Context: an optimization exercise on an open-source flow, tuned for small area, a short achievable clock period and few clock cycles. The choices shown serve that exercise and are no tape-out recipe.
The RTL was checked by simulation tests, not by an equivalence proof against the original design.
Power figures rest on the tool's default switching activity, not on a simulated workload.

<file path="flow/design.v">
module ctmmu_tlb #(
    parameter TLB_CAP = 4,
    parameter LRU_W   = 2
) (
    input  wire        clk,
    input  wire        rst,
    input  wire [18:0] key,
    output reg         hit,
    output reg  [7:0]  hit_idx,
    input  wire [7:0]  idx,
    output wire        idx_ok,
    output wire [31:0] idx_frame,
    input  wire        do_hit,      
    input  wire        do_miss,     
    input  wire [31:0] frame,
    input  wire        do_reset     
);
    reg [TLB_CAP-1:0]         valid;
    reg [TLB_CAP*19-1:0]      keys;
    reg [TLB_CAP*32-1:0]      frames;
    reg [TLB_CAP*LRU_W-1:0]   lru;
    integer i;
    always @(*) begin
        hit     = 1'b0;
        hit_idx = 8'd0;
        for (i = TLB_CAP - 1; i >= 0; i = i - 1) begin
            if (valid[i] && keys[i*19 +: 19] == key) begin
                hit     = 1'b1;
                hit_idx = i[7:0];
            end
        end
    end
    wire                 idx_in_range = (idx < TLB_CAP);
    wire [LRU_W-1:0]     sel          = idx[LRU_W-1:0];
    assign idx_ok    = idx_in_range && valid[sel] && (keys[sel*19 +: 19] == key);
    assign idx_frame = frames[sel*32 +: 32];
    wire [LRU_W-1:0] hit_lru = lru[sel*LRU_W +: LRU_W];
    always @(posedge clk) begin
        if (rst || do_reset) begin
            for (i = 0; i < TLB_CAP; i = i + 1) begin
                valid[i]              <= 1'b0;
                keys[i*19 +: 19]      <= 19'd0;
                frames[i*32 +: 32]    <= 32'd0;
                lru[i*LRU_W +: LRU_W] <= i[LRU_W-1:0];
            end
        end else if (do_hit) begin
            for (i = 0; i < TLB_CAP; i = i + 1) begin
                if (i[LRU_W-1:0] == sel)
                    lru[i*LRU_W +: LRU_W] <= TLB_CAP - 1;
                else if (lru[i*LRU_W +: LRU_W] > hit_lru)
                    lru[i*LRU_W +: LRU_W] <= lru[i*LRU_W +: LRU_W] - 1'b1;
            end
        end else if (do_miss) begin
            for (i = 0; i < TLB_CAP; i = i + 1) begin
                if (lru[i*LRU_W +: LRU_W] == 0) begin
                    valid[i]              <= 1'b1;
                    keys[i*19 +: 19]      <= key;
                    frames[i*32 +: 32]    <= frame;
                    lru[i*LRU_W +: LRU_W] <= TLB_CAP - 1;
                end else begin
                    lru[i*LRU_W +: LRU_W] <= lru[i*LRU_W +: LRU_W] - 1'b1;
                end
            end
        end
    end
endmodule
module ctmmu_top (
    input  wire        clk,
    input  wire        rst,         
    input  wire        cmd_valid,
    output wire        cmd_ready,
    input  wire [63:0] cmd,
    output reg         rsp_valid,
    output reg  [63:0] rsp,
    output reg         fatal,
    output reg  [3:0]  fcode
);
    localparam BM_ROWS = 32;
    localparam TLB_CAP = 4;
    localparam [3:0] ST_OK        = 4'h0;
    localparam [3:0] ST_ABSENT    = 4'h3;
    localparam [3:0] ST_F_ALLOC   = 4'h8;
    localparam [3:0] ST_F_BMRANGE = 4'h9;
    localparam [3:0] ST_ILLEGAL   = 4'hC;
    localparam [3:0] ST_BADHIT    = 4'hD;
    localparam [3:0] ST_HALTED    = 4'hF;
    localparam S_IDLE = 1'b0;
    localparam S_EXEC = 1'b1;
    reg        state;
    reg [63:0] cw;           
    reg [4:0]  scan_row;     
    assign cmd_ready = (state == S_IDLE);
    wire is_va_decode = (cw[63:32] == 32'h0100_0000);
    wire is_bm_ffz    = (cw == 64'h1000_0000_0000_0000);
    wire is_bm_fcz    = (cw == 64'h1100_0000_0000_0000);
    wire is_bm_set    = (cw[63:32] == 32'h1200_0000) && (cw[7:1] == 7'd0);
    wire is_bm_clear  = (cw == 64'h1300_0000_0000_0000);
    wire is_tlb_hitidx = (cw[63:51] == {8'h20, 5'd0}) && (cw[31:0] == 32'd0);
    wire is_tlb_dohit  = (cw[63:51] == {8'h21, 5'd0}) && (cw[31:8] == 24'd0);
    wire is_tlb_domiss = (cw[63:51] == {8'h22, 5'd0});
    wire is_tlb_reset  = (cw == 64'h2300_0000_0000_0000);
    wire legal = is_va_decode | is_bm_ffz | is_bm_fcz | is_bm_set | is_bm_clear |
                 is_tlb_hitidx | is_tlb_dohit | is_tlb_domiss | is_tlb_reset;
    wire halted = fatal && !is_va_decode;
    wire [18:0] f_key   = cw[50:32];
    wire [31:0] f_data  = cw[31:0];
    wire [15:0] f_row   = cw[31:16];
    wire [7:0]  f_col   = cw[15:8];
    wire        f_val   = cw[0];
    wire [7:0]  f_idx   = cw[7:0];
    reg  [BM_ROWS*32-1:0] bm;
    wire [BM_ROWS*32-1:0] bm_eff = bm | {{(BM_ROWS*32-1){1'b0}}, 1'b1};
    wire        last_row = (scan_row == BM_ROWS - 1);
    wire [31:0] row_bits = bm_eff[scan_row*32 +: 32];
    wire        next_bit = last_row ? 1'b1 : bm_eff[(scan_row + 1'b1)*32];
    wire [31:0] free_cells = ~row_bits;
    wire [31:0] free_pairs = ~row_bits & ~{next_bit, row_bits[31:1]};
    reg        ffz_found, fcz_found;
    reg [4:0]  ffz_col, fcz_col;
    integer c;
    always @(*) begin
        ffz_found = 1'b0;
        fcz_found = 1'b0;
        ffz_col   = 5'd0;
        fcz_col   = 5'd0;
        for (c = 31; c >= 0; c = c - 1) begin
            if (free_cells[c]) begin
                ffz_found = 1'b1;
                ffz_col   = c[4:0];
            end
            if (free_pairs[c]) begin
                fcz_found = 1'b1;
                fcz_col   = c[4:0];
            end
        end
    end
    wire       scan_found = is_bm_ffz ? ffz_found : fcz_found;
    wire [4:0] scan_col   = is_bm_ffz ? ffz_col   : fcz_col;
    wire set_in_range = (f_row < BM_ROWS) && (f_col < 32);
    wire        tlb_hit;
    wire [7:0]  tlb_hit_idx;
    wire        tlb_idx_ok;
    wire [31:0] tlb_idx_frame;
    wire exec_ok = (state == S_EXEC) && legal && !halted;
    ctmmu_tlb #(.TLB_CAP(TLB_CAP), .LRU_W(2)) u_tlb (
        .clk       (clk),
        .rst       (rst),
        .key       (f_key),
        .hit       (tlb_hit),
        .hit_idx   (tlb_hit_idx),
        .idx       (f_idx),
        .idx_ok    (tlb_idx_ok),
        .idx_frame (tlb_idx_frame),
        .do_hit    (exec_ok && is_tlb_dohit && tlb_idx_ok),
        .do_miss   (exec_ok && is_tlb_domiss),
        .frame     (f_data),
        .do_reset  (exec_ok && is_tlb_reset)
    );
    function [63:0] mk_rsp(input [3:0] status, input [31:0] data);
        mk_rsp = {status, 2'b00, 26'd0, data};
    endfunction
    always @(posedge clk) begin
        if (rst) begin
            state     <= S_IDLE;
            cw        <= 64'd0;
            scan_row  <= 5'd0;
            rsp_valid <= 1'b0;
            rsp       <= 64'd0;
            fatal     <= 1'b0;
            fcode     <= 4'd0;
            bm        <= {BM_ROWS*32{1'b0}};
        end else begin
            rsp_valid <= 1'b0;
            case (state)
                S_IDLE: begin
                    if (cmd_valid) begin
                        cw       <= cmd;
                        scan_row <= 5'd0;
                        state    <= S_EXEC;
                    end
                end
                S_EXEC: begin
                    if (!legal) begin
                        rsp_valid <= 1'b1;
                        rsp       <= mk_rsp(ST_ILLEGAL, 32'd0);
                        state     <= S_IDLE;
                    end else if (halted) begin
                        rsp_valid <= 1'b1;
                        rsp       <= mk_rsp(ST_HALTED, 32'd0);
                        state     <= S_IDLE;
                    end else if (is_bm_ffz || is_bm_fcz) begin
                        if (scan_found) begin
                            rsp_valid <= 1'b1;
                            rsp       <= mk_rsp(ST_OK, {11'd0, scan_row, 3'd0, scan_col, 8'd0});
                            state     <= S_IDLE;
                        end else if (last_row) begin
                            rsp_valid <= 1'b1;
                            rsp       <= mk_rsp(ST_F_ALLOC, 32'd0);
                            fatal     <= 1'b1;
                            fcode     <= ST_F_ALLOC;
                            state     <= S_IDLE;
                        end else begin
                            scan_row  <= scan_row + 1'b1;
                        end
                    end else begin
                        rsp_valid <= 1'b1;
                        state     <= S_IDLE;
                        if (is_va_decode) begin
                            rsp <= mk_rsp(ST_OK, {4'd0, f_data[27:0]});
                        end else if (is_bm_set) begin
                            if (set_in_range) begin
                                bm[{f_row[4:0], f_col[4:0]}] <= f_val;
                                rsp <= mk_rsp(ST_OK, 32'd0);
                            end else begin
                                rsp   <= mk_rsp(ST_F_BMRANGE, 32'd0);
                                fatal <= 1'b1;
                                fcode <= ST_F_BMRANGE;
                            end
                        end else if (is_bm_clear) begin
                            bm  <= {BM_ROWS*32{1'b0}};
                            rsp <= mk_rsp(ST_OK, 32'd0);
                        end else if (is_tlb_hitidx) begin
                            if (tlb_hit)
                                rsp <= mk_rsp(ST_OK, {24'd0, tlb_hit_idx});
                            else
                                rsp <= mk_rsp(ST_ABSENT, 32'd0);
                        end else if (is_tlb_dohit) begin
                            if (tlb_idx_ok)
                                rsp <= mk_rsp(ST_OK, tlb_idx_frame);
                            else
                                rsp <= mk_rsp(ST_BADHIT, 32'd0);
                        end else begin
                            rsp <= mk_rsp(ST_OK, 32'd0);
                        end
                    end
                end
            endcase
        end
    end
endmodule
</file>
<file path="flow/run.sh">
#!/bin/bash
# synth_recipe.tcl (not shown) runs the flow's synth.tcl, then flattens the netlist and writes it again
# the make line also repeats each setting of config.mk as NAME=value (left out here)
make -C /OpenROAD-flow-scripts/flow DESIGN_CONFIG=/design/flow/config.mk WORK_HOME=/design/flow/orfs CLKGATE_MAP_FILE= SYNTH_SCRIPT=/design/flow/synth_recipe.tcl finish
</file>
<file path="flow/config.mk">
export PLATFORM = sky130hd
export DESIGN_NAME = ctmmu_top
export DESIGN_NICKNAME = ctmmu_top
export VERILOG_FILES = /design/flow/design.v
export SDC_FILE = /design/flow/constraint.sdc
export NUM_CORES = 4
export LEC_CHECK = 0
export CAP_MARGIN = 20
export CORE_MARGIN = 2
export CORE_UTILIZATION = 40
export SLEW_MARGIN = 20
</file>
<file path="flow/constraint.sdc">
create_clock -name core_clock -period 8.0 [get_ports {clk}]
set_input_delay 1.6000 -clock core_clock [delete_from_list [all_inputs] [get_ports {clk}]]
set_output_delay 1.6000 -clock core_clock [all_outputs]
set_load 0.01 [all_outputs]
</file>
==> impl_metrics.yaml <==
sta:
  rsz0062_at_grt: "no"
  hold_viol: 0
  fin_crit_ps: 5930
  fin_crit_sh: 0.741
  tightest_slew_ps: 1300
  finalClockSkew_ps: 56.3
  setup_viol: 0
  fmax_ghz: 0.169
  fin_tns_setup_ps: 0
  relSlewSlack: 0.125
  slew_viol_final: 0
synth:
  synth_edf_count: 0
  synth_cells: 9009
  synth_top_area_frac: 0.392
  synth-seq-cells: 1348
  synth_area_leaders: "dfxtp_1, a21oi_1, nand2_1, o21ai_0, mux4_2"
  yosys_most_used_dff: "dfxtp_1"
  synth_area_leader_cell: "dfxtp_1"
  ys_warn_count: 2
  yosysSeqAreaShare: 0.392
  synth_cell_types: 88
  postSynthAreaPerCell_um2: 7.64
  async_reset_ff_frac: 0
  syn_area_um2: 68900
route:
  drc: 0
  firstDrtPassIters: 8
  drtIter0Drc: 9740
  routed_wirelength_um: 277000
  wl_per_cell_um: 25.3
  drtAntennaViolNets: 0
  vias: 68900
  via_per_inst: 6.31
critical_path:
  crit_required_ps: 8720
  path_delay_family: "buffers and inverters"
  path_cells: "buf_4, buf_4, mux2i_1, a22oi_1, nand3_1, nand4_1, a21o_1, nor4bb_1, nand3_1, o32a_4, o41ai_4, buf_4, a221oi_1, nor3_1"
  cp_max_fo: 39
  timing.rr.start: "scan_row[1]"
  regToRegSetupSlack_ps: 2070
  startpoint_type: "register"
  reg2reg_depth: 14
  critPathArrivalTime_ps: 6650
  path_common_cell: "buf_4"
  cpPeakStageDelay_ps: 830
  criticalPathCategory: "reg2reg"
  crit_path_end_kind: "register"
  rr_endpoint: "rsp[21]"
  slowest_stage: "dfxtp_4"
  crit_buf_inv: 3
clocking:
  postCtsSetupBuffers: 0
  clock_path_buffers: 3
  postCtsHoldBufs: 0
  post_cts_resized: 0
  clock_latency_ps: 830
  cts_root_buf: "clkbuf_16"
  htree_levels: 4
  cts_tree: "built"
  numCtsBuffers: 150
  clock_sinks: 1348
  clk_pin_slew_ps: 60
die:
  die_x_um: 419
  start_util: 0.402
  core_um2: 171000
  boundaryPins: 138
  die_area_um2: 175000
  die_h_um: 419
  rows: 152
placed_design:
  portBuffers: 107
  dp_hpwl_um: 168000
  dpl_cell_area_um2: 70600
  place.gp.congestion: 0.977
pwr:
  leakage_nw: 24.5
  ir_worst_vdd_mv: 0.201
  p_per_area_nw_per_um2: 201
  power_w: 0.0153
finish:
  final_area_um2: 75900
  fin_nets: 8566
  area_growth_pct: 10.3
  drive_above_1_share: 0.0901
grt:
  grt_antenna_before_repair: 8
  grt_max_degree: 222
  grtUsageTotal: 0.301
  grt_pass1_vias: 63400
  grt_overflow_total: 0
  grt_pass1_wl_um: 409000
hold_path:
  min_to: "u_tlb.frames[75]"
  min_path_type: "reg2reg"
  hold_depth: 2
  min-delay-start: "u_tlb.frames[75]"
run_status:
  status: "timing/DRC/antenna clean"
flow_run:
  cap_violations: 0
registers in the layout (all words and copies together) (netlist names):
| register | cells |
|---|---|
| bm | 1023 |
| u_tlb.frames | 128 |
| u_tlb.keys | 76 |
| cw | 64 |
| rsp | 36 |
| u_tlb.lru | 8 |
| scan_row | 5 |
| u_tlb.valid | 4 |
| fatal | 1 |
| fcode | 1 |
| rsp_valid | 1 |
| state | 1 |
cells in the final DEF, fill, tap and decap left out, types with 84 or more instances in the layout:
cell type        netlist  routed
a21oi_1             2372    2370
buf_4                 54     163
nor2_1               241     187
nand3_1               87      84
dfxtp_1             1348    1343
clkdlybuf4s50_1        0     106
o21ai_0             1070    1070
nand2_1             1653    1646
clkbuf_16              0     154
mux2i_1              238     238
mux4_2               197     197
a22oi_1              173     173
worst max-delay path by stage:
| stage | from | endpoint | slack [ps] | cells past startpoint |
|---|---|---|---|---|
| after floorplan | cw[0] | u_tlb.lru[3] | 3810 | 14 |
| after global placement | scan_row[0] | rsp[29] | 2190 | 12 |
| after detailed placement | scan_row[0] | rsp[61] | 2110 | 12 |
| after CTS | scan_row[0] | rsp[31] | 2100 | 12 |
| after global routing | scan_row[0] | rsp[27] | 1820 | 13 |
| final | scan_row[1] | rsp[21] | 2070 | 14 |
final cells by class:
type                            count  area (um2)
Fill cell                       16800       95400
Multi-Input combinational cell   6664       38100
Sequential cell                  1348       27000
Clock buffer                      214        4420
Tap cell                         2310        2890
Timing Repair Buffer              284        2570
Clock inverter                     57         807
Inverter                           33         124
Antenna cell                        6        15.0
metrics by stage:
| step | setup slack (ps) | util | cells | hold WS (ps) |
|---|---|---|---|---|
| finish | 2070 | 0.443 | 10900 | 452 |
| global placement | 2190 | 0.412 | 10600 | 439 |
| global route | 1820 | 0.443 | 10900 | 466 |
| CTS | 2100 | 0.443 | 10900 | 452 |
| floorplan | 3810 | - | 9038 | 429 |
| detailed placement | 2110 | 0.412 | 10600 | 444 |
logic make-up after synthesis:
logic type	after synthesis	synth area share
AOI/OAI and AO/OA	3736	0.284
buffers and inverters	1026	0.0644
other	1	0.0000545
and+or+nand+nor	2330	0.142
adders and majority gates	18	0.00327
muxes	445	0.101
xor gates and xnor gates	105	0.0134
DFF	1348	0.392
worst register-to-register path: cells and delay by family (launching register included):
family	cells	cell delay (ps)
AND/OR/NAND/NOR	5	1400
flip-flops	1	830
AO/OA/AOI/OAI	5	1660
multiplexers	1	210
buffers and inverters	3	1740
power by group:
| group | switching, W | total [W] | internal [W] | leakage [nW] |
|---|---|---|---|---|
| registers | 0.0000600 | 0.00680 | 0.00673 | 10.9 |
| clock network | 0.00309 | 0.00741 | 0.00432 | 2.57 |
| logic | 0.000862 | 0.00106 | 0.000194 | 11.1 |
| total | 0.00401 | 0.0153 | 0.0112 | 24.5 |
cells in the mapped netlist, types with 7 or more instances:
cell	number
dfxtp_1	1348
ha_1	18
inv_1	33
buf_2	21
clkbuf_1	840
or2_2	11
and2_1	50
nand2_1	1653
or3_1	10
xnor2_1	51
nand3_1	87
buf_6	27
o22ai_1	11
nor3_1	76
a21oi_1	2372
a221oi_1	16
mux2i_1	238
a22oi_1	173
a31oi_1	11
buf_1	39
buf_4	54
nor2_1	241
o221ai_1	7
buf_8	8
xor2_1	54
and3_1	25
nand2b_1	17
nand4_1	59
o21ai_0	1070
a21o_1	7
mux4_2	197
nor2b_1	27
or4_1	7
nor4_1	28
a211oi_1	13
routing by layer:
metal  part of all wire  global-route usage
met3               0.11              0.0663
met2               0.44               0.454
met1               0.40               0.405
met4              0.056               0.152
met5            0.00030                   0
Testbench counts, summed over its fixed seeds: cycles 221,462.

-- port drivers added, routing unchanged --
How much do the figures lean on ideal ports? The routed layout below was timed once more, with nothing changed but the port constraints. Step 1, drivers: a clkbuf_16 drives clk and a buf_2 each remaining input, both assumed. Step 2, shift: input delay + t, output delay - t, t = (earliest + latest rising clock arrival at the registers) / 2. This alone moves slack from input paths to output paths. a / b / c = ideal ports / drivers / drivers and shift; a / b = the first two.
t, ns: 0.890
setup slack, ns: 2.072 / 2.072 / 2.072
worst setup path after step 2: register to register
worst slew at a driven data input, ns: 0.05
pins driven straight from the clock port: 1
After both steps this run still meets setup and hold. The setup slack of this run moves by 0.000 ns with the drivers and by 0.000 ns with both steps.
